Source: an optimization exercise on an open RTL-to-GDS flow (aim: small area and a short achievable clock period). Production flows keep margins and buffers that such runs may drop.
RTL that was checked went through simulation tests only; none was proved equivalent to the original.
For runs 1, 2 and 5, only the layout was checked, not whether the RTL still works.
Power figures rest on the tool's default switching activity, not on a simulated workload.

==> design.v <==
module dfbridge (
    input  wire        clk,
    input  wire        rst,           
    input  wire        cmd_valid,
    input  wire [15:0] cmd,
    output wire        cmd_ready,
    output reg         rsp_valid,
    output reg  [15:0] rsp,
    input  wire        evt_valid,
    input  wire [15:0] evt,
    output reg         miso_valid,
    output reg  [7:0]  miso,
    output reg         utx_valid,
    output wire [7:0]  utx,
    output reg         busy
);
    reg [7:0] mem0 [0:63];
    reg [7:0] mem1 [0:63];
    reg [6:0] head0, tail0, head1, tail1;     
    reg       wv0, wv1;               
    reg [7:0] wdat0, wdat1;           
    reg [7:0] spi_rxd, spi_txd;
    reg       spi_rxavail, spi_txv, spi_reqpend;
    reg       spi_en, spi_rxie;              
    wire      spi_reqie = spi_rxie;
    reg [7:0] uart_rxd, uart_txd;
    reg       uart_rxavail, uart_fe_cur, uart_or_cur, uart_txfull;
    reg       uart_en, uart_rxie, uart_txrdy_ie;
    reg       gie;
    assign utx = uart_txd;                
    reg [2:0] clpc;
    reg [6:0] flg;
    reg [7:0] cnt [0:6];
    reg [6:0] cinc;                   
    wire [7:0] cnt_eff [0:6];
    genvar gc;
    generate
        for (gc = 0; gc < 7; gc = gc + 1) begin : ceff
            assign cnt_eff[gc] = (cinc[gc] && cnt[gc] != 8'hFF) ? inc8(cnt[gc]) : cnt[gc];
        end
    endgenerate
    function [7:0] inc8;
        input [7:0] a;
        integer k;
        reg c;
        begin
            c = 1'b1;
            for (k = 0; k < 8; k = k + 1) begin
                inc8[k] = a[k] ^ c;
                c = c & a[k];
            end
        end
    endfunction
    function [7:0] dec8;
        input [7:0] a;
        integer k;
        reg c;
        begin
            c = 1'b1;
            for (k = 0; k < 8; k = k + 1) begin
                dec8[k] = a[k] ^ c;
                c = c & ~a[k];
            end
        end
    endfunction
    wire [6:0] head0_i = inc8({1'b0, head0});
    wire [6:0] head1_i = inc8({1'b0, head1});
    wire [6:0] tail0_i = inc8({1'b0, tail0});
    wire [6:0] tail1_i = inc8({1'b0, tail1});
    wire [6:0] count0 = head0 - tail0;
    wire [6:0] count1 = head1 - tail1;
    wire       nz0   = head0 != tail0;
    wire       nz1   = head1 != tail1;
    wire       full0 = head0 == {~tail0[6], tail0[5:0]};
    wire       full1 = head1 == {~tail1[6], tail1[5:0]};
    wire [63:0] tsel0 = 64'd1 << tail0[5:0];
    wire [63:0] tsel1 = 64'd1 << tail1[5:0];
    reg  [7:0]  mrd0, mrd1;
    integer j;
    always @(*) begin
        mrd0 = 8'h00;
        mrd1 = 8'h00;
        for (j = 0; j < 64; j = j + 1) begin
            mrd0 = mrd0 | (mem0[j] & {8{tsel0[j]}});
            mrd1 = mrd1 | (mem1[j] & {8{tsel1[j]}});
        end
    end
    wire [7:0] rd0   = (wv0 && head0 == tail0_i) ? wdat0 : mrd0;
    wire [7:0] rd1   = (wv1 && head1 == tail1_i) ? wdat1 : mrd1;
    wire [3:0] pend = {uart_en & ~uart_txfull, uart_rxavail, spi_reqpend, spi_rxavail};
    wire [3:0] ie   = {uart_txrdy_ie, uart_rxie, spi_reqie, spi_rxie};
    wire [3:0] rdy  = pend & ie;
    reg        irq;                           
    wire [3:0] ivec = {rdy[3] & ~rdy[2] & ~rdy[1] & ~rdy[0],
                       rdy[2] & ~rdy[1] & ~rdy[0],
                       rdy[1] & ~rdy[0],
                       rdy[0]};
    wire [3:0] pollc = pend & ~ie;
    reg        ready_r;                       
    assign cmd_ready = ready_r;
    wire host = cmd_valid & ~irq;
    wire tick = ~cmd_valid & ~irq;
    wire [7:0] op  = cmd[15:8];
    wire [7:0] imm = cmd[7:0];
    wire       z   = imm == 8'h00;
    wire c_sei   = op == 8'h01 && z;
    wire c_cli   = op == 8'h02 && z;
    wire c_push0 = op == 8'h10;
    wire c_push1 = op == 8'h18;
    wire c_pop0  = op == 8'h11 && z;
    wire c_pop1  = op == 8'h19 && z;
    wire c_len0  = op == 8'h12 && z;
    wire c_len1  = op == 8'h1A && z;
    wire c_cap   = (op == 8'h13 || op == 8'h1B) && z;
    wire c_full0 = op == 8'h14 && z;
    wire c_full1 = op == 8'h1C && z;
    wire c_emp0  = op == 8'h15 && z;
    wire c_emp1  = op == 8'h1D && z;
    wire c_sinit = op == 8'h20 && imm[7:3] == 5'd0;
    wire c_sei_s = op == 8'h21 && z;
    wire c_ssend = op == 8'h22;
    wire c_savl  = op == 8'h23 && z;
    wire c_serr  = op == 8'h24 && z;
    wire c_srecv = op == 8'h25 && z;
    wire c_uinit = op == 8'h28 && !imm[7] && imm[5:4] != 2'b11;
    wire c_uei   = op == 8'h29 && z;
    wire c_usend = op == 8'h2A;
    wire c_uavl  = op == 8'h2B && z;
    wire c_uerr  = op == 8'h2C && z;
    wire c_urecv = op == 8'h2D && z;
    wire c_flow  = op == 8'h30 && z;
    wire c_scan  = op == 8'h31 && z;
    wire c_poll  = op == 8'h32 && imm[7:2] == 6'd0;
    wire c_dcnt  = op == 8'h40 && imm[7:3] == 5'd0 && imm[2:0] != 3'd7;
    wire c_dflg  = op == 8'h41 && z;
    wire c_dstat = op == 8'h42 && z;
    wire c_dpend = op == 8'h43 && z;
    wire c_nop   = op == 8'h00 && z;
    wire c_legal = c_nop | c_sei | c_cli | c_push0 | c_push1 | c_pop0 | c_pop1 |
                   c_len0 | c_len1 | c_cap | c_full0 | c_full1 | c_emp0 | c_emp1 |
                   c_sinit | c_sei_s | c_ssend | c_savl | c_serr | c_srecv |
                   c_uinit | c_uei | c_usend | c_uavl | c_uerr | c_urecv |
                   c_flow | c_scan | c_poll | c_dcnt | c_dflg | c_dstat | c_dpend;
    wire tk0 = clpc == 3'd0;
    wire tk1 = clpc == 3'd1;
    wire tkp = clpc[2] | clpc[1];                  
    wire [3:0] tk_pv = {clpc[2] & clpc[0], clpc[2] & ~clpc[0],
                        ~clpc[2] & clpc[0], ~clpc[2] & ~clpc[0]};
    wire [3:0] c_pv  = {imm[1] & imm[0], imm[1] & ~imm[0], ~imm[1] & imm[0], ~imm[1] & ~imm[0]};
    wire do_flow = (host & c_flow) | (tick & tk0);
    wire do_scan = (host & c_scan) | (tick & tk1);
    wire [3:0] run = ({4{irq}} & ivec) |
                     ({4{tick & tkp}} & tk_pv & pollc) |
                     ({4{host & c_poll}} & c_pv & pollc);
    wire push0_req = run[0] | (host & c_push0);
    wire [7:0] push0_d = run[0] ? spi_rxd : imm;
    wire push0 = push0_req & ~full0;
    wire pop0_isr0 = run[0] & uart_en & ~uart_txfull;
    wire pop0_isr3 = run[3] & nz0;
    wire pop0_host = host & c_pop0 & nz0;
    wire pop0 = pop0_isr0 | pop0_isr3 | pop0_host;
    wire [7:0] pv0 = (run[0] & ~nz0) ? spi_rxd : rd0;
    wire push1_req = (run[2] & ~uart_fe_cur & ~uart_or_cur) | (host & c_push1);
    wire [7:0] push1_d = run[2] ? uart_rxd : imm;
    wire push1 = push1_req & ~full1;
    wire isr1_load = run[1] & ~spi_txv;
    wire pop1 = (isr1_load | (host & c_pop1)) & nz1;
    wire s_ssend_ok = host & c_ssend & spi_en & ~spi_txv;
    wire s_usend_ok = host & c_usend & uart_en & ~uart_txfull;
    wire       m_spi_en   = spi_en | (host & c_sinit);
    wire       m_spi_txv  = spi_txv | run[1] | s_ssend_ok;
    wire [7:0] m_spi_txd  = s_ssend_ok ? imm : isr1_load ? (nz1 ? rd1 : 8'hFF) : spi_txd;
    wire       m_spi_rxav = spi_rxavail & ~run[0] & ~(host & c_srecv);
    wire       m_uart_en  = uart_en | (host & c_uinit);
    wire       m_txfull   = uart_txfull | pop0_isr0 | pop0_isr3 | s_usend_ok;
    wire [7:0] m_uart_txd = s_usend_ok ? imm : (pop0_isr0 | pop0_isr3) ? pv0 : uart_txd;
    wire       urx_clr    = run[2] | (host & c_urecv);
    wire       m_urxav    = uart_rxavail & ~urx_clr;
    wire       m_fe       = uart_fe_cur & ~urx_clr;
    wire       m_or       = uart_or_cur & ~urx_clr;
    wire [6:0] m_flg_set = {1'b0, 1'b0, 1'b0,
                            (host & c_pop1 & ~nz1) | (isr1_load & ~nz1),
                            push1_req & full1,
                            host & c_pop0 & ~nz0,
                            push0_req & full0};
    wire [6:0] m_flg = do_scan ? 7'd0 : (flg | m_flg_set);
    wire [7:0] eop = evt[15:8];
    wire e_sel   = evt_valid && eop == 8'h80 && evt[7:0] == 8'h00 && m_spi_en && !m_spi_txv;
    wire e_xfer  = evt_valid && eop == 8'h81 && m_spi_en;
    wire e_rx    = evt_valid && eop[7:1] == 7'b1000001 && m_uart_en;
    wire e_txd   = evt_valid && eop == 8'h84 && evt[7:0] == 8'h00 && m_uart_en && m_txfull;
    wire n_gie         = (gie | (host & c_sei)) & ~(host & c_cli);
    wire n_spi_rxie    = spi_rxie | (host & c_sei_s & spi_en);
    wire n_uart_rxie   = uart_rxie | (host & c_uei & uart_en);
    wire n_txrdy_ie    = (uart_txrdy_ie | (run[0] & push0)) & ~(run[3] & ~nz0);
    wire n_spi_rxav    = m_spi_rxav | e_xfer;
    wire n_spi_reqpend = (spi_reqpend & ~run[1]) | e_sel | e_xfer;
    wire n_txfull      = m_txfull & ~e_txd;
    wire n_urxav       = m_urxav | e_rx;
    wire n_irq = n_gie & ((n_spi_rxav & n_spi_rxie) | (n_spi_reqpend & n_spi_rxie) |
                          (n_urxav & n_uart_rxie) | (m_uart_en & ~n_txfull & n_txrdy_ie));
    wire flow_hi = count0 > 7'd48;
    wire flow_lo = count0 < 7'd16;
    wire m_busy  = flow_hi ? 1'b1 : flow_lo ? 1'b0 : busy;
    wire notready = (c_sei_s & ~spi_en) | (c_ssend & (~spi_en | spi_txv)) |
                    (c_srecv & ~spi_rxavail) | (c_uei & ~uart_en) |
                    (c_usend & (~uart_en | uart_txfull)) | (c_urecv & ~uart_rxavail);
    wire popnone  = (c_pop0 & ~nz0) | (c_pop1 & ~nz1);
    wire [7:0] r_data =
        ({8{c_push0}} & {7'd0, ~full0}) |
        ({8{c_push1}} & {7'd0, ~full1}) |
        ({8{c_pop0 & nz0}} & rd0) |
        ({8{c_pop1 & nz1}} & rd1) |
        ({8{c_len0}} & {1'b0, count0}) |
        ({8{c_len1}} & {1'b0, count1}) |
        ({8{c_cap}} & 8'h40) |
        ({8{c_full0}} & {7'd0, full0}) |
        ({8{c_full1}} & {7'd0, full1}) |
        ({8{c_emp0}} & {7'd0, ~nz0}) |
        ({8{c_emp1}} & {7'd0, ~nz1}) |
        ({8{c_savl}} & {7'd0, spi_rxavail}) |
        ({8{c_serr}} & {2'b00, flg[6], 5'd0}) |
        ({8{c_srecv & spi_rxavail}} & spi_rxd) |
        ({8{c_uavl}} & {7'd0, uart_rxavail}) |
        ({8{c_uerr}} & {2'b00, flg[5], flg[4], 2'b00, uart_or_cur, uart_fe_cur}) |
        ({8{c_urecv & uart_rxavail}} & uart_rxd) |
        ({8{c_flow}} & {7'd0, m_busy}) |
        ({8{c_scan | c_dflg}} & {1'b0, flg}) |
        ({8{c_poll}} & {7'd0, |(c_pv & pollc)}) |
        ({8{c_dcnt}} & cnt_eff[imm[2:0]]) |
        ({8{c_dstat}} & {uart_en, spi_en, spi_txv, uart_txfull, nz1, uart_txrdy_ie, busy, gie}) |
        ({8{c_dpend}} & {ie, pend});
    wire [15:0] r = {{6{~c_legal}}, ~c_legal | notready, ~c_legal | popnone, r_data};
    genvar g;
    generate
        for (g = 0; g < 64; g = g + 1) begin : row
            always @(posedge clk) begin
                if (wv0 && head0[5:0] == ((g + 1) % 64)) mem0[g] <= wdat0;
                if (wv1 && head1[5:0] == ((g + 1) % 64)) mem1[g] <= wdat1;
            end
        end
    endgenerate
    always @(posedge clk) begin
        wdat0 <= push0_d;
        wdat1 <= push1_d;
        rsp   <= r;
        miso  <= m_spi_txv ? m_spi_txd : 8'hFF;
        if (e_xfer) spi_rxd <= evt[7:0];
        spi_txd  <= m_spi_txd;
        if (e_rx) uart_rxd <= evt[7:0];
        uart_txd <= m_uart_txd;
    end
    integer i;
    always @(posedge clk) begin
        if (rst) begin
            head0 <= 7'd0; tail0 <= 7'd0; wv0 <= 1'b0;
            head1 <= 7'd0; tail1 <= 7'd0; wv1 <= 1'b0;
            spi_rxavail <= 1'b0; spi_txv <= 1'b0; spi_reqpend <= 1'b0;
            spi_en <= 1'b0; spi_rxie <= 1'b0;
            uart_rxavail <= 1'b0; uart_fe_cur <= 1'b0; uart_or_cur <= 1'b0; uart_txfull <= 1'b0;
            uart_en <= 1'b0; uart_rxie <= 1'b0; uart_txrdy_ie <= 1'b0;
            gie <= 1'b0; irq <= 1'b0; ready_r <= 1'b1; busy <= 1'b0; clpc <= 3'd0; flg <= 7'd0;
            for (i = 0; i < 7; i = i + 1) cnt[i] <= 8'd0;
            cinc <= 7'd0;
            rsp_valid <= 1'b0; miso_valid <= 1'b0; utx_valid <= 1'b0;
        end else begin
            wv0 <= push0;
            if (push0) head0 <= head0_i;
            if (pop0)  tail0 <= tail0_i;
            wv1 <= push1;
            if (push1) head1 <= head1_i;
            if (pop1)  tail1 <= tail1_i;
            gie <= n_gie;
            irq <= n_irq;
            ready_r <= ~n_irq;
            if (do_flow) busy <= m_busy;
            if (tick) clpc <= (clpc == 3'd5) ? 3'd0 : clpc + 3'd1;
            spi_en <= m_spi_en;
            spi_rxie <= n_spi_rxie;
            spi_txv <= m_spi_txv & ~e_xfer;
            spi_rxavail <= n_spi_rxav;
            spi_reqpend <= n_spi_reqpend;
            uart_en <= m_uart_en;
            uart_rxie <= n_uart_rxie;
            uart_txfull <= n_txfull;
            uart_rxavail <= n_urxav;
            uart_fe_cur <= e_rx ? evt[8] : m_fe;
            uart_or_cur <= m_or | (e_rx & m_urxav);
            uart_txrdy_ie <= n_txrdy_ie;
            flg <= m_flg | {e_xfer & m_spi_rxav, e_rx & m_urxav, e_rx & evt[8], 1'b0, 1'b0, 1'b0, 1'b0}
                         | {3'b000, e_xfer & ~m_spi_txv, 3'b000};
            for (i = 0; i < 7; i = i + 1) cnt[i] <= cnt_eff[i];
            cinc <= do_scan ? flg : 7'd0;
            rsp_valid  <= host;
            miso_valid <= e_xfer;
            utx_valid  <= e_txd;
        end
    end
endmodule
==> flow/run.sh <==
#!/bin/bash
set -euo pipefail
bash standard.sh SETUP_SLACK_MARGIN=6.6 finish > flow_make.log 2>&1
==> standard.sh <==
#!/bin/bash
# synth_recipe.tcl (not shown) runs the flow's synth.tcl, then flattens the netlist and writes it again
# the make line also repeats each setting of config.mk as NAME=value (left out here)
make -C /OpenROAD-flow-scripts/flow DESIGN_CONFIG=/design/flow/config.mk WORK_HOME=/design/flow/orfs CLKGATE_MAP_FILE= SYNTH_SCRIPT=/design/flow/synth_recipe.tcl "${@:-finish}"
==> config.mk <==
export PLATFORM = sky130hd
export DESIGN_NAME = dfbridge
export DESIGN_NICKNAME = dfbridge
export VERILOG_FILES = /design/flow/design.v
export SDC_FILE = /design/flow/constraint.sdc
export NUM_CORES = 4
export LEC_CHECK = 0
export CAP_MARGIN = 20
export CORE_MARGIN = 2
export CORE_UTILIZATION = 45
export CTS_BUF_LIST = sky130_fd_sc_hd__clkbuf_16
export CTS_CLUSTER_DIAMETER = 100
export CTS_CLUSTER_SIZE = 30
export SLEW_MARGIN = 20
==> constraint.sdc <==
create_clock -name core_clock -period 10.0 [get_ports {clk}]
set_input_delay 2.0000 -clock core_clock [delete_from_list [all_inputs] [get_ports {clk}]]
set_output_delay 2.0000 -clock core_clock [all_outputs]
set_load 0.01 [all_outputs]
==> notes.md, run 1 <==
The run gives 80600 um as the met2 wirelength from detailed routing. CTS placed an instance of clkbuf_16 at the clock tree root. The clock slew seen by the registers of the worst setup and hold paths is 0.12 ns, and the total routed wirelength is 180000 um.

The number of register bits inferred by synthesis was 1213. The total nets after synthesis came out at 3756. In the final timing run, aggregate negative setup slack is 0 ns.

Path type of the worst min-delay path: flip-flop to flip-flop. Summed over all nets, wire length on met3 after detailed routing comes to 20000 um. The internal power of the cells totals 6450 uW. The run gives 0 as the number of setup violations in the final report.

The net switching power was 1750 uW. The count of input and output buffers works out to 72. The initial antenna violation count came out at 4. The worst clock skew came out at 0.0306 ns. The core region area came out at 0.111 mm^2. During synthesis, Yosys emitted a total of 4 warnings.

The critical path data arrival time is 4.20 ns, and the via density per instance is 6.58. Power comes to 8200 uW. After synthesis, flip-flops and latches occupy 69.4% of the total area. For the number of instances in the synthesized netlist, the log shows 3624. The tools report the placement row count as 122. Counting along the longest clock path gives a buffer depth of 3. The final weighted congestion of routability-driven global placement was 0.982. The number of iterations in the first detailed-routing pass is 8.

The die covers 0.114 mm^2. Setup repair after global routing could not meet its margin everywhere. STA classifies the critical path startpoint as an input pin. Across the run, the number of max-cap violations was 0. After detailed placement, the design holds a cell count of 5122. The layout has 9462 filler cells. For the HPWL after detailed placement, the log shows 117000 um. In this run, CTS created clock tree buffers numbering 48.

For the total routing usage reported by global routing, the log shows 31.0%. The largest voltage drop on the vdd net is 0.148 mV, and the number of enable flip-flop cells after synthesis is 1048. In the post-synthesis netlist, the cell with the most instances is edfxtp_1. The synthesized netlist contains 88 unique library cells. The worst setup path is of the input pin to flip-flop kind.

The number of standard cells in the final layout excluding fillers is 5346, and the via count is 35179. The logs give 0 for the sum of overflow across all layers after global routing and 0 for the max-slew violation total from the final report. The portion of synthesized cell area occupied by the leading cell type was 62.8%.

The critical-path maximum fanout was 6. Measured along the x axis, the die boundary spans 338 um. The hold violation count in the final report was 0. The commonest cells after synthesis are edfxtp_1, nor2_1, nand3_1, nand2_1, dfxtp_1. The H-tree generated during clock tree synthesis spans 2 levels. The relative max-transition margin was 20.6%; the maximum clock frequency was 277 MHz. In this run switching power makes up 21.3% of total power.

Combinational cells account for 2.3% of the total power. The first global-routing pass estimated 250000 um of wire. After synthesis, the cell types taking the most area are edfxtp_1, dfxtp_1, nor2_1.

The cell type contributing the most total cell area after synthesis was edfxtp_1. Actual transition at the worst max-transition pin: 1.19 ns. In this run, flip-flops and latches consume 67.0% of the power. In this run the remaining antenna-violating nets after routing total 0. Power spread over the standard cell area amounts to 142 mW/mm^2. The share of post-route cells with drive strength above 1 works out to 19.2%. The run gives 32742 as the via count of the first global-routing pass. The static leakage was 0.0189 uW.

In the final routed layout, each cell accounts on average for 33.7 um. Entering global routing, the biggest net connects 72 pins. Per report_power, the clock group accounts for 30.7% of the total. For the worst setup path, the data required time is 10.59 ns.

In the final layout, the multi-input gates occupy 0.0160 mm^2. The worst setup path is captured at a flip-flop. Across the whole layout, storage elements account for 0.0348 mm^2.

For this block, wires on met1 add up to 69500 um. The run finished with no timing, DRC or antenna violations. The final net count is 3964, and the die height is 338 um.

In this run, the number of DRC markers left after iteration 0 of detailed routing was 5260. Subtracting the final worst setup slack from the clock period gives 3.62 ns. TritonCTS built the clock tree. In this run the count of I/O pins placed on the die edge is 73. The run gives 45.4% as the effective utilization at floorplan.

Dividing the final minimum period by the clock period gives 36.2%. Flop-to-flop setup slack: 6.43 ns. Summing every instance area after synthesis gives 0.0501 mm^2. The area growth from synthesis to layout was 14.8%. Leading register cell type out of synthesis: edfxtp_1. The DRC violations left is 0. The highest metal layer with signal wires is met5. Of all flip-flops after synthesis, the portion carrying an async set or reset was 0%. The number of sinks handled by clock tree synthesis is 1213, and the clock network latency to the later pin of the worst-skew pair is 0.70 ns. In this run the mean area of a mapped cell was 13.8 um^2.
timing repair:
item,in CTS,in global routing
setup endpoints to repair,172,112
gates cloned,9,1
pin swaps,84,52
hold buffers,0,0
buffers inserted,107,31
resized for setup,456,90
critical path: stages:
cell	delay (ns)
buf_8	0.10
or4_4	0.63
buf_12	0.18
nor4_4	0.28
buf_4	0.21
nand2_4	0.06
nor2_4	0.17
o21a_4	0.24
nor2_1	0.07
a211oi_1	0.23
metrics by stage:
step	setup WS, ns	util, %	cell area, um^2	hold slack [ns]
after global routing	6.35	52.0	57500	0.532
after floorplan	5.97	-	50400	0.442
final	6.38	52.1	57500	0.513
after detailed placement	4.30	48.1	53200	0.487
after CTS	6.46	51.4	56800	0.507
after global placement	4.33	48.1	53200	0.482
per-layer routing:
layer / up-vias / global-route usage [%]
li1: 14622 / -
met1: 17733 / 41.9
met2: 2364 / 47.8
met3: 454 / 7.06
met4: 6 / 14.5
met5: - / 0
path summary, 6_finish.rpt:
path,from,to,cells past startpoint
min,clpc[0]$_SDFFE_PP0P_,clpc[0]$_SDFFE_PP0P_,2
max,cmd[6],tail1[4]$_SDFFE_PP0P_,10
max reg2reg,tail0[0]$_SDFFE_PP0P_,uart_txd[5]$_DFFE_PP_,9
min reg2reg,clpc[0]$_SDFFE_PP0P_,clpc[0]$_SDFFE_PP0P_,2
layout by cell type, fill, tap and decap left out, types with 19 or more instances in the layout:
master and instances:
edfxtp_1 1048, nor2_1 306, buf_4 227, nand3_1 181
nand2_1 173, a22oi_1 148, dfxtp_1 128, nand4_1 105
ha_1 78, a21oi_1 74, a32oi_1 74, mux2i_1 73
and3_1 59, o21ai_0 59, inv_1 54, clkbuf_16 50
mux2_2 46, nor2b_1 42, nand3b_1 39, a31oi_1 39
a22o_1 38, nor2_2 34, dfxtp_2 31, nor3_1 30
buf_6 30, a221oi_1 26, dlygate4sd2_1 25, buf_12 22
a211oi_1 20, xnor2_1 19
cell type report:
| class | count | area share [%] |
|---|---|---|
| Sequential cell | 1213 | 60.6 |
| Multi-Input combinational cell | 2169 | 27.7 |
| Timing Repair Buffer | 353 | 5.70 |
| Tap cell | 1488 | 3.24 |
| Clock buffer | 49 | 2.13 |
| Inverter | 47 | 0.331 |
| Clock inverter | 23 | 0.291 |
| Antenna cell | 4 | 0.0174 |
power groups by stage:
stage	Combinational (uW)	Clock (uW)	Sequential, uW
detailed placement	162	0	5610
finish	188	2520	5490
global route	194	2680	5490
CTS	181	2520	5490
global placement	159	0	5610
floorplan	40.7	0	5640
state kept, by name, indices dropped and copies added, names as in the netlist, 11 cells and up:
register	flops
rsp	11
mem0	512
mem1	512
cnt	56
cells by family (layout without fill, tap and decap cells):
group           Yosys count  count (layout)  synth area share, %
compound gates          700             702                 10.2
xor+xnor                 38              38                0.664
fa+ha+maj                96              96                 2.43
buf+inv                 245             472                 2.02
flops                  1213            1213                 69.4
mux                     133             133                 3.11
other cells               0               4                    0
simple gates           1199            1200                 12.2
==> run 2: changes to the inputs <==
--- a/config.mk
+++ b/config.mk
@@ -8,7 +8,7 @@
 export CAP_MARGIN = 20
 export CORE_MARGIN = 2
 export CORE_UTILIZATION = 45
-export CTS_BUF_LIST = sky130_fd_sc_hd__clkbuf_16
-export CTS_CLUSTER_DIAMETER = 100
-export CTS_CLUSTER_SIZE = 30
+export CTS_BUF_LIST = sky130_fd_sc_hd__clkbuf_8
+export CTS_CLUSTER_DIAMETER = 60
+export CTS_CLUSTER_SIZE = 16
 export SLEW_MARGIN = 20
==> run 2 against run 1 <==
Largest cell class unchanged. Power rose by 7.4%. Count of clock-buffer cells in the layout is 58 higher. Flip-flop and latch count unchanged. Die area did not move. Hold slack worse by 0.016 ns. Non-clock buffer count shrank 6.
==> notes.md, run 2 <==
The run finished with no timing, DRC or antenna violations. Pin count of the biggest net entering global routing: 72 (unchanged). The placement row count is 122 (unchanged), and the area growth from synthesis to layout is 16.2% (was 14.8%).

Most area-consuming cells after synthesis: edfxtp_1, dfxtp_1, nor2_1 (unchanged). The run gives 3 (was 2) as the deepest level of the CTS H-tree. The met2 wirelength from detailed routing came out at 81100 um (was 80600 um). The tools report the number of distinct library cells after synthesis as 88 (unchanged).

The share of post-route cells with drive strength above 1 was 22.0% (was 19.2%); the post-detailed-placement cell area was 0.0532 mm^2 (unchanged). The number of cells on the critical path is 1 (was 10). Cell type contributing the most total cell area after synthesis: edfxtp_1 (unchanged). The average instance area after synthesis was 13.8 um^2 (unchanged). The met1 wire length was 69200 um (was 69500 um); the number of register bits inferred by synthesis was 1213 (unchanged). Most common cell after layout, fill and taps aside: edfxtp_1 (unchanged). The logs give 6.56 ns (was 6.43 ns) for the flop-to-flop setup slack and 45.4% (unchanged) for the effective utilization at floorplan. Synth top cells by count: edfxtp_1, nor2_1, nand3_1, nand2_1, dfxtp_1 (unchanged). For the number of CTS-inserted buffers, the log shows 105 (was 48). The max-slew violation total from the final report is 0 (unchanged).

Critical-path maximum fanout: 1 (was 6). The maximum clock frequency was 279 MHz (was 277 MHz); the remaining antenna violation count after routing was 0 (unchanged). The setup slack at placement is 4.30 ns (unchanged), and the final cycle utilization of the critical path is 35.8% (was 36.2%).

The total routed wirelength was 181000 um (was 180000 um); the total routing usage reported by global routing was 31.0% (about the same). The setup TNS was 0 ns (unchanged). The maximum number of buffers from clock root to sink is 3 (unchanged), and the count of input and output buffers is 72 (unchanged). TritonCTS built the clock tree.

Leading register cell type out of synthesis: edfxtp_1 (unchanged). The number of enable flip-flop cells after synthesis was 1048 (unchanged). The fraction of registers with async set or reset after synthesis came out at 0% (unchanged).

The number of I/O pins came out at 73 (unchanged). Cell chosen for the clock root: clkbuf_8 (was clkbuf_16). Combined buffer and inverter count along the critical path: 1 (was 3). The horizontal extent of the die was 338 um (unchanged); the number of buffers added to fix hold violations after cts was 0 (unchanged). The logs give 0.497 ns (was 0.513 ns) for the tightest hold margin and 0.0194 uW (was 0.0189 uW) for the static leakage. The category of cells accounting for the largest share of critical-path delay was flip-flops (was simple AND/OR/NAND/NOR gates). Source of the worst hold timing path: clpc[0]$_SDFFE_PP0P_ (unchanged). The combined area of all synthesized cells is 0.0501 mm^2 (unchanged). Wire length per cell: 33.3 um (was 33.7 um). The hold violation count in the final report was 0 (unchanged). The tools report the final net count as 4014 (was 3964).

The logs give 0.122 mV (was 0.148 mV) for the largest voltage drop on the vdd net and 250000 um (about the same) for the first-pass GRT wire length. The run gives 1213 (unchanged) as the number of sinks handled by clock tree synthesis. The longest individual stage delay on the worst path came out at 0.57 ns (was 0.63 ns). For the worst path setup slack after routing, the log shows 6.42 ns (was 6.38 ns). The tools report the capturing element type of the critical path as a primary output (was a flip-flop). Commonest non-fill, non-tap cells in the layout: edfxtp_1, nor2_1, buf_4, nand3_1, nand2_1 (unchanged). The DRC violations left came out at 0 (unchanged). For the critical path data arrival time, the log shows 1.58 ns (was 4.20 ns). The DRC marker count from the first detailed-route iteration was 5158 (was 5260); the sum of overflow across all layers after global routing was 0 (unchanged). The shortest clock period the worst path allows after layout is 3.58 ns (was 3.62 ns), and the core region area is 0.111 mm^2 (unchanged). For the total nets after synthesis, the log shows 3756 (unchanged). Cell type of the slowest stage on the worst timing path: edfxtp_1 (was or4_4). The actual transition at the worst max-transition pin was 1.23 ns (was 1.19 ns). For the relative max-transition margin, the log shows 17.9% (was 20.6%). The power density over the cells came out at 151 mW/mm^2 (was 142 mW/mm^2).

The proportion of synthesized chip area in sequential cells was 69.4% (unchanged); the clock slew seen by the registers of the worst setup and hold paths was 0.09 ns (was 0.12 ns). End point of the worst hold path: clpc[0]$_SDFFE_PP0P_ (unchanged). The logs give 32991 (was 32742) for the via count of the first global-routing pass and 6 (was 4) for the initial antenna violation count. The die height works out to 338 um (unchanged). The endpoint of the worst register-to-register path is rsp[3]$_DFF_P_ (was uart_txd[5]$_DFFE_PP_). The number of setup violations in the final report was 0 (unchanged). The logs give 35610 (was 35179) for the via count and 0 (unchanged) for the number of violations of the max-capacitance limit.

Top Registers: mem0: 512 flops, mem1: 512 flops, cnt: 56 flops (unchanged). Critical Path, Cell by Cell: buf_6 (was buf_8 > or4_4 > buf_12 > nor4_4 > buf_4 > nand2_4 > nor2_4 > o21a_4 > nor2_1 > a211oi_1). The library cell with the highest instance count after synthesis is edfxtp_1 (unchanged). The tools report the number of instances in the synthesized netlist as 3624 (unchanged). The number of cells traversed by the worst hold path works out to 2 (unchanged).

Number of iterations in the first detailed-routing pass: 7 (was 8). Highest metal layer with signal wires: met5 (unchanged). The HPWL after detailed placement was 117000 um (unchanged); the required time of the worst setup path was 8.00 ns (was 10.59 ns). The final weighted congestion of routability-driven global placement is 0.982 (unchanged).

The path type of the worst min-delay path is flip-flop to flip-flop (unchanged). The origin of the critical flop-to-flop path was tail0[1]$_SDFFE_PP0P_ (was tail0[0]$_SDFFE_PP0P_). The type of origin of the critical path is a flip-flop (was an input pin).

The critical path class is flip-flop to primary output (was input pin to flip-flop). The post-layout utilization of the core was 52.7% (was 52.1%); the number of warning messages in the yosys log was 4 (unchanged). The tools report the final design area excluding fillers as 0.0582 mm^2 (was 0.0575 mm^2).

Setup repair after global routing could not meet its margin everywhere. The tools report the met3 wire length as 20800 um (was 20000 um). The run gives 0.85 ns (was 0.70 ns) as the clock network latency to the later pin of the worst-skew pair. The via density per instance came out at 6.54 (was 6.58). Portion of synthesized cell area occupied by the leading cell type: 62.8% (unchanged). The number of cell instances on the worst register-to-register path came out at 11 (was 9).

The worst clock skew is 0.0620 ns (was 0.0306 ns), and the die area is 0.114 mm^2 (unchanged).
## run 2: changes by cell type in the layout (fill, tap and decap cells not counted), sizes merged, moves of 4 or more
| cell | change |
|---|---|
| clkdlybuf4s15 | -10 |
| clkinv | +20 |
| dlymetal6s2s | +6 |
| bufinv | +9 |
| inv | +16 |
| clkbuf | +61 |
| dlygate4sd2 | -23 |
| clkinvlp | +4 |
| buf | +19 |
## run 2: how the worst max path moves through the flow
| stage | startpoint | to | slack (ns) |
|---|---|---|---|
| 2_1_floorplan | cmd[4] | head1[6]$_SDFFE_PP0P_ | 5.97 |
| 3_3_place_gp | cmd[11] | tail1[6]$_SDFFE_PP0P_ | 4.33 |
| 3_5_place_dp | cmd[11] | tail1[6]$_SDFFE_PP0P_ | 4.30 |
| 4_1_cts | uart_txd[1]$_DFFE_PP_ | utx[1] | 6.42 |
| 5_1_grt | uart_txd[4]$_DFFE_PP_ | utx[4] | 6.38 |
| 6_report | uart_txd[4]$_DFFE_PP_ | utx[4] | 6.42 |
## run 2: cell families (layout without fill, tap and decap cells)
family                   Yosys count  after routing  synth area share [%]
other                              0              4                     0
XOR/XNOR                          38             38                 0.664
flip-flops                      1213           1213                  69.4
adder cells (fa/ha/maj)           96             96                  2.43
AND/OR/NAND/NOR                 1199           1200                  12.2
AO/OA/AOI/OAI                    700            701                  10.2
multiplexers                     133            133                  3.11
buffers and inverters            245            573                  2.02
## run 2: layout make-up
type / instances / area [um^2]
inverter: 47 / 191
multi-input combinational: 2168 / 15900
fill: 9398 / 52300
tap: 1488 / 1860
clock inverter: 72 / 727
clock buffer: 107 / 1470
antenna: 4 / 10.0
sequential: 1213 / 34900
timing repair buffer: 347 / 3210
## run 2: tightest hold or removal path, stage by stage, from the launching register on
cell     delay (ns)
dfxtp_1        0.33
o21ai_0        0.07
a21oi_1        0.06
## run 2: per-layer routing
layer  GRT usage (%)  up-vias
met1            41.9    17871
met3            7.29      497
li1                -    14762
met4            14.7        6
met5               0        -
met2            47.5     2474
## run 2: through the flow
stage               power (uW)  instances
floorplan                 5680       3624
global placement          5770       5120
detailed placement        5770       5122
CTS                       8800       5384
global route              9000       5444
finish                    8800       5446
## run 2: what timing repair did
action                     CTS  global route
gates cloned                 6             6
gates resized for setup    500           137
setup endpoints to repair  172            95
pin swaps                   53            67
buffers inserted            77            52
## run 2: power by group
group	internal (uW)	total, uW	switching, uW
logic	46.0	188	142
clock network	1290	3120	1830
registers	5480	5490	7.14
==> run 3: changes to the inputs <==
--- a/design.v
+++ b/design.v
@@ -11,7 +11,7 @@
     output reg         miso_valid,
     output reg  [7:0]  miso,
     output reg         utx_valid,
-    output wire [7:0]  utx,
+    output reg  [7:0]  utx,
     output reg         busy
 );
     reg [7:0] mem0 [0:63];
@@ -27,7 +27,6 @@
     reg       uart_rxavail, uart_fe_cur, uart_or_cur, uart_txfull;
     reg       uart_en, uart_rxie, uart_txrdy_ie;
     reg       gie;
-    assign utx = uart_txd;                
     reg [2:0] clpc;
     reg [6:0] flg;
     reg [7:0] cnt [0:6];
@@ -249,6 +248,7 @@
         spi_txd  <= m_spi_txd;
         if (e_rx) uart_rxd <= evt[7:0];
         uart_txd <= m_uart_txd;
+        if (e_txd) utx <= m_uart_txd;       
     end
     integer i;
     always @(posedge clk) begin
--- a/config.mk
+++ b/config.mk
@@ -5,6 +5,7 @@
 export SDC_FILE = /design/flow/constraint.sdc
 export NUM_CORES = 4
 export LEC_CHECK = 0
+export ABC_AREA = 1
 export CAP_MARGIN = 20
 export CORE_MARGIN = 2
 export CORE_UTILIZATION = 45
==> run 3 against run 2 <==
Highest routed layer unchanged. Flip-flop and latch count rose by 8. Critical path depth did not move. Fmax rose by 2.0%.
==> notes.md, run 3 <==
The longest individual stage delay on the worst path was 0.51 ns (was 0.57 ns). The run finished with no timing, DRC or antenna violations. The timing endpoint of the critical path is utx[6] (was utx[4]). Endpoint of the worst register-to-register path: miso[1]$_SDFF_PN1_ (was rsp[3]$_DFF_P_). The logs give 6.71 ns (was 6.56 ns) for the flop-to-flop setup slack and 0 (unchanged) for the max-slew violation total from the final report. The count of input and output buffers is 72 (unchanged).

The final cycle utilization of the critical path was 35.1% (was 35.8%); the proportion of synthesized chip area in sequential cells was 66.8% (was 69.4%). The fraction of registers with async set or reset after synthesis is 0% (unchanged). The most common cell after layout, fill and taps aside is nand2_1 (was edfxtp_1). The run gives 98500 um (was 117000 um) as the HPWL after detailed placement.

The placement row count is 125 (was 122). The number of I/O pins was 73 (unchanged); the worst path setup slack after routing was 6.49 ns (was 6.42 ns). The setup slack at placement was 5.10 ns (was 4.30 ns). The total nets after synthesis came out at 5163 (was 3756). The number of sinks handled by clock tree synthesis is 1221 (was 1213). Top Registers: mem0: 512 flops, mem1: 512 flops, cnt: 56 flops (unchanged). The run gives 8.00 ns (about the same) as the required time of the worst setup path. Most area-consuming cells after synthesis: edfxtp_1, nand2_1, dfxtp_1 (was edfxtp_1, dfxtp_1, nor2_1). The number of cells traversed by the worst hold path is 2 (unchanged). Cell type of the slowest stage on the worst timing path: edfxtp_1 (unchanged). The run gives 0 (unchanged) as the hold violation count in the final report. The DRC marker count from the first detailed-route iteration is 3398 (was 5158), and the combined area of all synthesized cells is 0.0523 mm^2 (was 0.0501 mm^2). The cell chosen for the clock root is clkbuf_8 (unchanged).

The via count of the first global-routing pass is 34692 (was 32991), and the core region area is 0.116 mm^2 (was 0.111 mm^2). The combined buffer and inverter count along the critical path was 1 (unchanged); the worst clock skew was 0.0644 ns (was 0.0620 ns). The number of register bits inferred by synthesis was 1221 (was 1213); the number of cell instances on the worst register-to-register path was 16 (was 11). The maximum number of buffers from clock root to sink was 3 (unchanged); the maximum clock frequency was 285 MHz (was 279 MHz).

The tools report the largest voltage drop on the vdd net as 0.113 mV (was 0.122 mV). Critical Path, Cell by Cell: buf_6 (unchanged). The leading register cell type out of synthesis is edfxtp_1 (unchanged).

For the total routing usage reported by global routing, the log shows 24.4% (was 31.0%). The count of placed standard cells including taps is 6537 (was 5122). The number of iterations in the first detailed-routing pass came out at 5 (was 7). The category of cells accounting for the largest share of critical-path delay was flip-flops (unchanged).

The area growth from synthesis to layout was 10.3% (was 16.2%); the clock slew seen by the registers of the worst setup and hold paths was 0.10 ns (was 0.09 ns). The critical path launch point is utx[6]$_DFFE_PP_ (was uart_txd[4]$_DFFE_PP_). The number of distinct library cells after synthesis is 50 (was 88). Deepest level of the CTS H-tree: 3 (unchanged). The logs give 72 (unchanged) for the pin count of the biggest net entering global routing and 1.51 ns (was 1.58 ns) for the critical path data arrival time.

Origin of the critical flop-to-flop path: tail1[1]$_SDFFE_PP0P_ (was tail0[1]$_SDFFE_PP0P_). Static leakage: 0.0218 uW (was 0.0194 uW). The number of cells on the critical path works out to 1 (unchanged). The initial antenna violation count is 4 (was 6).

Capturing element type of the critical path: a primary output (unchanged). Portion of synthesized cell area occupied by the leading cell type: 60.2% (was 62.8%). Synth top cells by count: nand2_1, edfxtp_1, nor2_1, inv_1, nand3_1 (was edfxtp_1, nor2_1, nand3_1, nand2_1, dfxtp_1). The effective utilization at floorplan came out at 45.2% (was 45.4%).

The first-pass GRT wire length is 218000 um (was 250000 um), and the final design area excluding fillers is 0.0576 mm^2 (was 0.0582 mm^2). The run gives 36440 (was 35610) as the via count. Commonest non-fill, non-tap cells in the layout: nand2_1, edfxtp_1, nor2_1, inv_1, nand4_1 (was edfxtp_1, nor2_1, buf_4, nand3_1, nand2_1). The number of instances in the synthesized netlist is 5031 (was 3624). Setup repair after global routing could not meet its margin everywhere.

The number of enable flip-flop cells after synthesis was 1048 (unchanged); the share of post-route cells with drive strength above 1 was 9.98% (was 22.0%). The post-detailed-placement cell area was 0.0546 mm^2 (was 0.0532 mm^2); the setup TNS was 0 ns (unchanged). The die area is 0.119 mm^2 (was 0.114 mm^2), and the via density per instance is 5.38 (was 6.54).

The number of standard cells in the final layout excluding fillers came out at 6768 (was 5446). TritonCTS built the clock tree. The tools report the type of origin of the critical path as a flip-flop (unchanged). The critical path class is flip-flop to primary output (unchanged).

The area of combinational cells with multiple inputs was 0.0156 mm^2 (was 0.0159 mm^2). The final net count is 5292 (was 4014). The horizontal extent of the die was 345 um (was 338 um); the number of CTS-inserted buffers was 108 (was 105).

The shortest clock period the worst path allows after layout was 3.51 ns (was 3.58 ns). The run gives 0 (unchanged) as the number of setup violations in the final report. The number of inserted filler cells in the final layout is 10598 (was 9398), and the footprint of the flip-flops and latches is 0.0350 mm^2 (was 0.0349 mm^2).

The tools report the DRC violations left as 0 (unchanged). Cell type contributing the most total cell area after synthesis: edfxtp_1 (unchanged). Die height: 345 um (was 338 um). The final weighted congestion of routability-driven global placement is 0.946 (was 0.982), and the remaining antenna violation count after routing is 0 (unchanged). The actual transition at the worst max-transition pin is 1.12 ns (was 1.23 ns). The number of buffers added to fix hold violations after cts is 0 (unchanged), and the number of warning messages in the yosys log is 4 (unchanged). The library cell with the highest instance count after synthesis is nand2_1 (was edfxtp_1).

The wire length per cell is 21.6 um (was 33.3 um), and the total power consumption of the routed design is 8890 uW (was 8800 uW). The power density over the cells is 154 mW/mm^2 (was 151 mW/mm^2), and the number of violations of the max-capacitance limit is 0 (unchanged). Path type of the worst min-delay path: flip-flop to flip-flop (unchanged). The total routed wirelength was 146000 um (was 181000 um); the critical-path maximum fanout was 1 (unchanged). For the clock network latency to the later pin of the worst-skew pair, the log shows 0.84 ns (was 0.85 ns).

The run gives 0 (unchanged) as the sum of overflow across all layers after global routing. The average instance area after synthesis was 10.4 um^2 (was 13.8 um^2). Relative max-transition margin: 25.4% (was 17.9%).
run 3: changes by cell type in the layout (fill, tap and decap cells not counted), moves of 142 or more:
cell | before | now
inv_1 | 53 | 411
nor2_1 | 309 | 619
buf_4 | 236 | 58
nand2_1 | 172 | 1506
nand4_1 | 105 | 262
a22oi_1 | 142 | 0
run 3: worst min-delay path by stage:
stage	to	from	slack [ns]
4_1_cts	cinc[4]$_SDFF_PP0_	flg[4]$_SDFF_PP0_	0.50
5_1_grt	cinc[4]$_SDFF_PP0_	flg[4]$_SDFF_PP0_	0.54
3_5_place_dp	clpc[2]$_SDFFE_PP0P_	clpc[2]$_SDFFE_PP0P_	0.50
2_1_floorplan	cinc[3]$_SDFF_PP0_	flg[3]$_SDFF_PP0_	0.42
6_report	clpc[2]$_SDFFE_PP0P_	clpc[2]$_SDFFE_PP0P_	0.51
3_3_place_gp	clpc[1]$_SDFFE_PP0P_	clpc[1]$_SDFFE_PP0P_	0.48
run 3: routing by layer:
layer | track usage [%] | vias to the layer above | share of wire (%)
met2 | 38.5 | 1218 | 46
met5 | 0 | - | 0.0089
met4 | 8.26 | 2 | 3.4
met3 | 3.56 | 268 | 6.9
met1 | 34.6 | 17639 | 44
li1 | - | 17313 | -
run 3: cells by family after synthesis:
group                      Yosys count  synth area share [%]
DFF                               1221                  66.8
muxes                                1                0.0191
adders and majority gates           96                  2.33
buffers and inverters              546                  4.17
xor gates and xnor gates            19                 0.318
AOI/OAI and AO/OA                  283                  2.92
and+or+nand+nor                   2865                  23.4
run 3: timing repair:
item / 4_1_cts / 5_1_grt
endpoints found under the setup margin: 159 / 119
gates cloned: 2 / 1
resized for setup: 235 / 96
pin swaps: 9 / 18
setup buffers: 15 / 18
run 3: area by class of cell:
| class | count | area share (%) |
|---|---|---|
| flip-flops and latches | 1221 | 60.7 |
| multi-input cells | 3267 | 27.1 |
| well taps | 1524 | 3.31 |
| inverters | 424 | 2.78 |
| clock buffers | 111 | 2.65 |
| repair buffers | 138 | 2.01 |
| clock inverters | 80 | 1.42 |
| diodes | 3 | 0.0130 |
run 3: stage by stage:
step / hold slack, ns / util [%]
floorplan: 0.421 / -
finish: 0.514 / 49.8
global placement: 0.484 / 47.2
detailed placement: 0.498 / 47.2
CTS: 0.500 / 49.4
global route: 0.539 / 49.8
run 3: report_power, final:
part,internal (uW),total [uW],switching [uW]
combinational,31.4,165,134
clock,1330,3200,1860
sequential,5520,5530,10.3
==> run 4: changes to the inputs <==
--- a/config.mk
+++ b/config.mk
@@ -5,7 +5,6 @@
 export SDC_FILE = /design/flow/constraint.sdc
 export NUM_CORES = 4
 export LEC_CHECK = 0
-export ABC_AREA = 1
 export CAP_MARGIN = 20
 export CORE_MARGIN = 2
 export CORE_UTILIZATION = 45
==> run 4 against run 3 <==
Still clean. Power decreased by 0.73%. Critical path depth is 9 higher. Count of clock-buffer cells in the layout is the same. Global-route usage increased by 6.9 points. Area after synthesis down 4.2%. Synthesized cell count is 30% lower. Clock skew hardly changed. Non-clock buffer count rose by 201. Worst setup slack better by 0.029 ns. Critical endpoint is now rsp[1]$_DFF_P_.
==> notes.md, run 4 <==
Critical Path, Cell by Cell: buf_12 > nand2b_1 > nor3_1 > a2111o_1 > nor4_4 > nand4_1 > o32ai_4 > buf_12 > o32ai_2 > a311o_1 (was buf_6). The wire length per cell is 33.9 um (was 21.6 um). The tools report the capturing element type of the critical path as a flip-flop (was a primary output). The number of cell instances on the worst register-to-register path is 10 (was 16), and the combined area of all synthesized cells is 0.0501 mm^2 (was 0.0523 mm^2). The run gives 5202 (was 3398) as the DRC marker count from the first detailed-route iteration. For the number of setup violations in the final report, the log shows 0 (unchanged). The path type of the worst min-delay path was flip-flop to flip-flop (unchanged). The worst clock skew is 0.0643 ns (was 0.0644 ns).

The HPWL after detailed placement was 117000 um (was 98500 um); the number of cells on the critical path was 10 (was 1). The tools report the die area as 0.114 mm^2 (was 0.119 mm^2). The tools report the number of distinct library cells after synthesis as 95 (was 50). The cell chosen for the clock root was clkbuf_8 (unchanged). The tools report the maximum number of buffers from clock root to sink as 3 (unchanged). For the max-slew violation total from the final report, the log shows 0 (unchanged).

The total nets after synthesis was 3677 (was 5163). The footprint of the flip-flops and latches came out at 0.0350 mm^2 (about the same). Average instance area after synthesis: 14.1 um^2 (was 10.4 um^2). Portion of synthesized cell area occupied by the leading cell type: 62.8% (was 60.2%). The die height works out to 338 um (was 345 um). Top Registers: mem0: 512 flops, mem1: 512 flops, cnt: 56 flops (unchanged). The run gives 0.0584 mm^2 (was 0.0576 mm^2) as the final design area excluding fillers. The tools report the total routed wirelength as 182000 um (was 146000 um). The number of register bits inferred by synthesis works out to 1221 (unchanged). The number of violations of the max-capacitance limit was 0 (unchanged); the number of enable flip-flop cells after synthesis was 1048 (unchanged).

For the sum of overflow across all layers after global routing, the log shows 0 (unchanged). The initial antenna violation count is 3 (was 4), and the actual transition at the worst max-transition pin is 1.19 ns (was 1.12 ns). The tools report the final net count as 3948 (was 5292). For the number of I/O pins, the log shows 73 (unchanged). For the via count, the log shows 35168 (was 36440). The most frequent cell on the critical path was buf_12.

The tools report the setup TNS as 0 ns (unchanged). Commonest non-fill, non-tap cells in the layout: edfxtp_1, nor2_1, buf_4, nand2_1, nand3_1 (was nand2_1, edfxtp_1, nor2_1, inv_1, nand4_1). For the number of inserted filler cells in the final layout, the log shows 9339 (was 10598).

Hold violation count in the final report: 0 (unchanged). The power density over the cells works out to 151 mW/mm^2 (was 154 mW/mm^2). The fraction of registers with async set or reset after synthesis works out to 0% (unchanged).

The clock network latency to the later pin of the worst-skew pair was 0.86 ns (was 0.84 ns); the post-detailed-placement cell area was 0.0531 mm^2 (was 0.0546 mm^2). Most area-consuming cells after synthesis: edfxtp_1, dfxtp_1, nor2_1 (was edfxtp_1, nand2_1, dfxtp_1). The number of CTS-inserted buffers was 106 (was 108).

The longest individual stage delay on the worst path was 0.55 ns (was 0.51 ns). For the pin count of the biggest net entering global routing, the log shows 86 (was 72). The cell type contributing the most total cell area after synthesis is edfxtp_1 (unchanged).

Maximum clock frequency: 287 MHz (was 285 MHz). The horizontal extent of the die is 338 um (was 345 um). The tools report the effective utilization at floorplan as 45.3% (was 45.2%). Synth top cells by count: edfxtp_1, nor2_1, nand2_1, dfxtp_1, nand3_1 (was nand2_1, edfxtp_1, nor2_1, inv_1, nand3_1). The critical path class was flip-flop to flip-flop (was flip-flop to primary output).

The first-pass GRT wire length was 251000 um (was 218000 um). The final cycle utilization of the critical path was 34.8% (was 35.1%). The number of buffers added to fix hold violations after cts was 0 (unchanged); the shortest clock period the worst path allows after layout was 3.48 ns (was 3.51 ns).

The remaining antenna violation count after routing was 0 (unchanged); the via count of the first global-routing pass was 32798 (was 34692). The combined buffer and inverter count along the critical path came out at 2 (was 1). The library cell with the highest instance count after synthesis is edfxtp_1 (was nand2_1).

The total routing usage reported by global routing was 31.3% (was 24.4%). The number of instances in the synthesized netlist is 3545 (was 5031). The relative max-transition margin is 20.5% (was 25.4%), and the largest voltage drop on the vdd net is 0.107 mV (was 0.113 mV). The run gives 0.974 (was 0.946) as the final weighted congestion of routability-driven global placement. The flow ran to the end and the layout has no timing, DRC or antenna violations.

Cell type of the slowest stage on the worst timing path: nand2b_1 (was edfxtp_1). The clock slew seen by the registers of the worst setup and hold paths is 0.10 ns (about the same). The area growth from synthesis to layout was 16.7% (was 10.3%). The count of input and output buffers was 72 (unchanged); the required time of the worst setup path was 10.70 ns (was 8.00 ns). The run gives 69.7% (was 66.8%) as the proportion of synthesized chip area in sequential cells. Setup repair after global routing could not meet its margin everywhere. The most common cell after layout, fill and taps aside was edfxtp_1 (was nand2_1). The placement row count was 122 (was 125).

The deepest level of the CTS H-tree is 3 (unchanged), and the share of post-route cells with drive strength above 1 is 22.8% (was 9.98%). The run gives 0.0192 uW (was 0.0218 uW) as the static leakage. For the area of combinational cells with multiple inputs, the log shows 0.0160 mm^2 (was 0.0156 mm^2). The category of cells accounting for the largest share of critical-path delay is simple AND/OR/NAND/NOR gates (was flip-flops). The number of sinks handled by clock tree synthesis came out at 1221 (unchanged).

Leading register cell type out of synthesis: edfxtp_1 (unchanged). The number of warning messages in the yosys log is 4 (unchanged). The via density per instance works out to 6.54 (was 5.38).

Type of origin of the critical path: a flip-flop (unchanged). The number of iterations in the first detailed-routing pass was 8 (was 5); the critical-path maximum fanout was 12 (was 1). The core region area was 0.111 mm^2 (was 0.116 mm^2); the number of cells traversed by the worst hold path was 2 (unchanged). The DRC violations left was 0 (unchanged); the critical path data arrival time was 4.18 ns (was 1.51 ns). TritonCTS built the clock tree.
-- run 4: area by class of cell --
class,instances,area share [%]
multi-input cells,2114,27.3
clock buffers,111,2.61
well taps,1488,3.19
repair buffers,339,5.48
diodes,1,0.00428
flip-flops and latches,1221,59.9
clock inverters,67,1.19
inverters,34,0.289
-- run 4: logic make-up after synthesis --
group	Yosys count	synth area share, %
flops	1221	69.7
compound gates	645	9.59
buf+inv	211	1.88
simple gates	1180	12.0
xor+xnor	43	0.752
mux	149	3.60
fa+ha+maj	96	2.43
-- run 4: worst min-delay path, delay by kind of cell, from the launching register on --
family,cells,cell delay (ns)
compound gates,2,0.13
flops,1,0.33
-- run 4: per-layer routing --
layer	GRT usage (%)	wire length (um)	share of wire, %
met1	44.5	72500	40
met2	46.7	79600	44
met3	7.26	22200	12
met4	11.7	7750	4.3
met5	0	22	0.012
-- run 4: report_power, final --
| part | internal, uW | switching, uW | leakage, uW | total, uW |
|---|---|---|---|---|
| sequential | 5510 | 5.06 | 0.0108 | 5520 |
| clock | 1290 | 1840 | 0.00115 | 3130 |
| combinational | 38.2 | 138 | 0.00720 | 176 |
| total | 6840 | 1980 | 0.0192 | 8830 |
-- run 4: repair_timing --
item / 4_1_cts / 5_1_grt
resized for setup: 536 / 133
endpoints found under the setup margin: 180 / 109
buffers inserted: 92 / 34
cloned: 7 / 6
pin swaps: 60 / 62
-- run 4: worst paths after layout --
| check | slack [ns] | endpoint | from |
|---|---|---|---|
| worst max register to register | 6.52 | rsp[1]$_DFF_P_ | tail1[2]$_SDFFE_PP0P_ |
| worst max-delay path | 6.52 | rsp[1]$_DFF_P_ | tail1[2]$_SDFFE_PP0P_ |
| worst min-delay path | 0.50 | clpc[0]$_SDFFE_PP0P_ | clpc[0]$_SDFFE_PP0P_ |
| worst min register to register | 0.50 | clpc[0]$_SDFFE_PP0P_ | clpc[0]$_SDFFE_PP0P_ |
-- run 4: metrics by stage --
| stage | utilization [%] | power, uW | cells | hold WS (ns) | setup slack (ns) |
|---|---|---|---|---|---|
| floorplan | - | 5710 | 3545 | 0.444 | 5.91 |
| global route | 52.9 | 9030 | 5375 | 0.518 | 6.48 |
| CTS | 52.0 | 8840 | 5334 | 0.503 | 6.51 |
| global placement | 48.0 | 5790 | 5053 | 0.479 | 4.45 |
| detailed placement | 48.1 | 5800 | 5057 | 0.489 | 4.50 |
| finish | 52.9 | 8830 | 5375 | 0.502 | 6.52 |
==> run 5: changes to the inputs <==
--- a/design.v
+++ b/design.v
@@ -248,7 +248,7 @@
         spi_txd  <= m_spi_txd;
         if (e_rx) uart_rxd <= evt[7:0];
         uart_txd <= m_uart_txd;
-        if (e_txd) utx <= m_uart_txd;       
+        utx   <= m_uart_txd & {8{e_txd}};   
     end
     integer i;
     always @(posedge clk) begin
==> flow/run.sh (replaced) <==
#!/bin/bash
set -euo pipefail
bash standard.sh SETUP_SLACK_MARGIN=6.6 \
  "CTS_ARGS=-sink_clustering_enable -repair_clock_nets -sink_clustering_size 16 -sink_clustering_max_diameter 60 -buf_list sky130_fd_sc_hd__clkbuf_8 -dont_use_dummy_load" \
  finish > flow_make.log 2>&1
==> config.mk (replaced) <==
export PLATFORM = sky130hd
export DESIGN_NAME = dfbridge
export DESIGN_NICKNAME = dfbridge
export VERILOG_FILES = /design/flow/design.v
export SDC_FILE = /design/flow/constraint.sdc
export NUM_CORES = 4
export LEC_CHECK = 0
export ABC_AREA = 1
export CAP_MARGIN = 20
export CORE_MARGIN = 2
export CORE_UTILIZATION = 45
export SLEW_MARGIN = 20
==> run 5 against run 4 <==
Still clean. Power shrank 6.8%. Fmax grew 3.0%. Critical path depth shrank 2. Worst setup slack gained 0.10 ns. Count of clock-buffer cells in the layout shrank 6. Hold slack lost 0.021 ns. Synthesized cell count grew 46%. Final cell count grew 27%. Clock power shrank 19%. First-iteration DRC count shrank 6.2%. Register-to-register slack gained 0.12 ns. Global-route usage shrank 3.6 points. Critical endpoint is now wdat0[3]$_DFF_P_.
==> notes.md, run 5 <==
The number of CTS-inserted buffers came out at 105 (was 106). The first-pass GRT wire length is 248000 um (was 251000 um). Synth top cells by count: nand2_1, edfxtp_1, nor2_1, inv_1, nand4_1 (was edfxtp_1, nor2_1, nand2_1, dfxtp_1, nand3_1).

The number of cell instances on the worst register-to-register path is 14 (was 10). The most frequent cell on the critical path is buf_4 (was buf_12). The main combinational cell family by area after synthesis was simple AND/OR/NAND/NOR gates (unchanged).

Critical path launch point: cmd_valid (was tail1[2]$_SDFFE_PP0P_). The number of setup violations in the final report was 0 (unchanged); the total routing usage reported by global routing was 27.7% (was 31.3%). The longest individual stage delay on the worst path works out to 0.56 ns (was 0.55 ns).

The tools report the number of distinct library cells after synthesis as 54 (was 95). The max-slew violation total from the final report was 0 (unchanged). The tools report the DRC violations left as 0 (unchanged). For the flop-to-flop setup slack, the log shows 6.64 ns (was 6.52 ns). For the combined area of all synthesized cells, the log shows 0.0534 mm^2 (was 0.0501 mm^2). For the largest voltage drop on the vdd net, the log shows 0.133 mV (was 0.107 mV).

The number of buffers added to fix hold violations after cts is 0 (unchanged). The combined buffer and inverter count along the critical path was 4 (was 2); the effective utilization at floorplan was 45.3% (about the same). The category of cells accounting for the largest share of critical-path delay was buffers and inverters (was simple AND/OR/NAND/NOR gates). The via density per instance is 5.76 (was 6.54). The number of register bits inferred by synthesis is 1221 (unchanged), and the simple-gate share of the synthesized area is 23.7% (was 12.0%). The post-synthesis share of cell area spent on full adders, half adders and majority gates was 2.28% (was 2.43%); the maximum clock frequency was 296 MHz (was 287 MHz). Most area-consuming cells after synthesis: edfxtp_1, nand2_1, dfxtp_1 (was edfxtp_1, dfxtp_1, nor2_1). Number of iterations in the first detailed-routing pass: 9 (was 8). The clock network latency to the later pin of the worst-skew pair was 0.83 ns (was 0.86 ns).

Commonest non-fill, non-tap cells in the layout: nand2_1, edfxtp_1, nor2_1, inv_1, nand4_1 (was edfxtp_1, nor2_1, buf_4, nand2_1, nand3_1). The worst clock skew came out at 0.121 ns (was 0.0643 ns). The die height was 348 um (was 338 um). For the deepest level of the CTS H-tree, the log shows 3 (unchanged). The run gives 172000 um (was 182000 um) as the total routed wirelength.

Most common cell after layout, fill and taps aside: nand2_1 (was edfxtp_1). The tools report the number of standard cells in the final layout excluding fillers as 6803 (was 5375). The tools report the endpoint of the worst register-to-register path as rsp[7]$_DFF_P_ (was rsp[1]$_DFF_P_). The number of I/O pins was 73 (unchanged). TritonCTS built the clock tree. The pin count of the biggest net entering global routing came out at 177 (was 86). For the met1 layer usage reported by global route, the log shows 40.4% (was 44.5%). Setup repair after global routing could not meet its margin everywhere.

Path type of the worst min-delay path: flip-flop to flip-flop (unchanged). The HPWL after detailed placement is 113000 um (was 117000 um), and the fraction of registers with async set or reset after synthesis is 0% (unchanged). The run gives 3 (unchanged) as the maximum number of buffers from clock root to sink. The critical-path maximum fanout was 15 (was 12). The via count of the first global-routing pass was 36343 (was 32798).

Hold violation count in the final report: 0 (unchanged). The tools report the origin of the critical flop-to-flop path as tail0[0]$_SDFFE_PP0P_ (was tail1[2]$_SDFFE_PP0P_). The area growth from synthesis to layout came out at 8.74% (was 16.7%). The type of origin of the critical path is an input pin (was a flip-flop). The final weighted congestion of routability-driven global placement was 0.987 (was 0.974); the core region area was 0.118 mm^2 (was 0.111 mm^2). The cell chosen for the clock root is clkbuf_8 (unchanged). The global routing usage on met2 came out at 41.6% (was 46.7%). Top Registers: mem0: 512 flops, mem1: 512 flops, cnt: 56 flops (unchanged). The run gives 0 (unchanged) as the number of violations of the max-capacitance limit.

The count of input and output buffers is 72 (unchanged). For the global-route track usage on met3, the log shows 5.42% (was 7.26%). The proportion of synthesized chip area in sequential cells is 65.3% (was 69.7%). The leading register cell type out of synthesis was edfxtp_1 (unchanged). The number of sinks handled by clock tree synthesis was 1221 (unchanged). The portion of synthesized cell area occupied by the leading cell type was 58.5% (was 62.8%).

Library cell with the highest instance count after synthesis: nand2_1 (was edfxtp_1). The synthesized-area fraction occupied by xor and xnor cells works out to 0.424% (was 0.752%). The number of warning messages in the yosys log was 4 (unchanged). The relative max-transition margin is 20.2% (was 20.5%), and the critical path data arrival time is 4.05 ns (was 4.18 ns). The capturing element type of the critical path is a flip-flop (unchanged). Actual transition at the worst max-transition pin: 1.19 ns (about the same).

Share of post-route cells with drive strength above 1: 9.50% (was 22.8%). The area fraction in compound gates after synthesis was 3.07% (was 9.59%); the clock slew seen by the registers of the worst setup and hold paths was 0.10 ns (about the same). The final net count was 5399 (was 3948); the setup TNS was 0 ns (unchanged). Number of instances in the synthesized netlist: 5177 (was 3545). Most congested layer reported by global routing: met2 (unchanged). The power density over the cells is 142 mW/mm^2 (was 151 mW/mm^2), and the sum of overflow across all layers after global routing is 0 (unchanged).

The logs give 6643 (was 5057) for the count of placed standard cells including taps and 10.67 ns (was 10.70 ns) for the required time of the worst setup path. The multiplexer fraction of the synthesized cell area works out to 0.0375% (was 3.60%). End point of the worst hold path: clpc[1]$_SDFFE_PP0P_ (was clpc[0]$_SDFFE_PP0P_). The initial antenna violation count is 3 (unchanged), and the wire length per cell is 25.2 um (was 33.9 um). The average instance area after synthesis was 10.3 um^2 (was 14.1 um^2).

The placement row count was 126 (was 122). Cell type contributing the most total cell area after synthesis: edfxtp_1 (unchanged). The tools report the via count as 39162 (was 35168). The number of cells traversed by the worst hold path works out to 2 (unchanged). The remaining antenna violation count after routing was 0 (unchanged). The die area was 0.121 mm^2 (was 0.114 mm^2). The final cycle utilization of the critical path works out to 33.8% (was 34.8%).

The shortest clock period the worst path allows after layout was 3.38 ns (was 3.48 ns). The tools report the source of the worst hold timing path as clpc[1]$_SDFFE_PP0P_ (was clpc[0]$_SDFFE_PP0P_). DRC marker count from the first detailed-route iteration: 4877 (was 5202).

The flow ran to the end and the layout has no timing, DRC or antenna violations. The run gives 5309 (was 3677) as the total nets after synthesis. Critical Path, Cell by Cell: clkdlybuf4s50_1 > nor3_2 > a22oi_1 > nand2_4 > buf_4 > buf_4 > bufbuf_16 > o21ai_0 (was buf_12 > nand2b_1 > nor3_1 > a2111o_1 > nor4_4 > nand4_1 > o32ai_4 > buf_12 > o32ai_2 > a311o_1).

The number of enable flip-flop cells after synthesis is 1040 (was 1048). The tools report the static leakage as 0.0223 uW (was 0.0192 uW). The critical path class is input pin to flip-flop (was flip-flop to flip-flop). The cell type of the slowest stage on the worst timing path is clkdlybuf4s50_1 (was nand2b_1).

The horizontal extent of the die is 348 um (was 338 um).
[run 5: cell types whose count changed in the layout (fill, tap and decap cells not counted), sizes merged, moves of 87 or more]
cell   change
nand2   +1059
o21ai     +93
buf      -166
mux2i     -87
a22oi    -155
nor2     +393
nand3    +112
nand4    +337
inv      +429
[run 5: layer usage]
metal / vias to the layer above / wire length, um
met5: - / 12
met4: 2 / 6060
met3: 327 / 17400
met2: 2030 / 75000
met1: 18925 / 73300
li1: 17878 / -
[run 5: where the power goes]
| part | switching (uW) | internal (uW) |
|---|---|---|
| registers | 4.06 | 5510 |
| logic | 141 | 31.3 |
| clock network | 1600 | 932 |
[run 5: worst register-to-register path, delay by kind of cell, from the launching register on]
family                     cells  cell delay, ns
adders and majority gates      1            0.44
DFF                            1            0.47
buffers and inverters          2            0.47
and+or+nand+nor               11            1.83
[run 5: stage by stage]
step | hold WS [ns] | worst slack, ns | area (um^2) | util [%] | total power (uW)
floorplan | 0.421 | 6.52 | 53500 | - | 5710
global placement | 0.455 | 4.58 | 55700 | 47.2 | 5800
detailed placement | 0.464 | 4.63 | 55700 | 47.2 | 5800
CTS | 0.479 | 6.58 | 57500 | 48.7 | 8260
global route | 0.480 | 6.55 | 58100 | 49.2 | 8430
finish | 0.481 | 6.62 | 58100 | 49.2 | 8220
[run 5: cells by family after synthesis]
family,count (synthesis)
AND/OR/NAND/NOR,2849
flip-flops,1221
buffers and inverters,686
AO/OA/AOI/OAI,298
adder cells (fa/ha/maj),96
XOR/XNOR,25
multiplexers,2
[run 5: worst max path at each step]
stage / to / slack [ns] / cells after the start
floorplan: utx[0]$_DFF_P_ / 6.52 / 13
global placement: irq$_SDFF_PP0_ / 4.58 / 14
detailed placement: irq$_SDFF_PP0_ / 4.63 / 14
CTS: irq$_SDFF_PP0_ / 6.58 / 15
global route: rsp[7]$_DFF_P_ / 6.55 / 15
finish: wdat0[3]$_DFF_P_ / 6.62 / 8
[run 5: cell type report]
class	instances	area [um^2]
fillers	10818	59900
flip-flops and latches	1221	35000
multi-input cells	3273	16300
well taps	1536	1920
inverters	485	1840
repair buffers	181	1550
clock buffers	105	1450
diodes	2	5.00
[run 5: what timing repair did]
action / 4_1_cts / 5_1_grt
pin swaps: 13 / 19
buffers inserted: 19 / 26
resized for setup: 268 / 91
setup endpoints to repair: 171 / 105
cloned: 2 / 3

-- what the ideal ports hide --
In the flow no input, the clock included, has a driving cell. The finished layouts below were timed again as built, in two steps. Step 1 sets driving cells, clkbuf_16 on the clock port and buf_2 on the other inputs (assumed; they add their load-dependent delay and slew). Step 2 times the ports against the registers' clock, not the clock port: input delays grow and output delays shrink by t, the midpoint of the rising clock arrivals with the driver on. Slacks: ideal / step 1 / step 2; pairs: ideal / step 1.
run	t (ns)	slack for setup (ns)	latest minus earliest clock arrival (ns)	worst data-port slew with drivers (ns)
run 1	0.767	6.385 / 6.320 / 5.553	0.047 / 0.046	0.22
run 2	0.892	6.418 / 6.346 / 5.573	0.062 / 0.062	0.20
run 3	0.872	6.487 / 6.422 / 5.784	0.067 / 0.066	0.18
run 4	0.879	6.516 / 6.516 / 5.696	0.091 / 0.090	0.07
run 5	0.828	6.619 / 6.591 / 5.815	0.139 / 0.139	0.05
After both steps setup and hold are still met in every run listed. The setup slack of run 2, which loses most, moves by -0.072 ns with the drivers and by -0.845 ns with both steps.
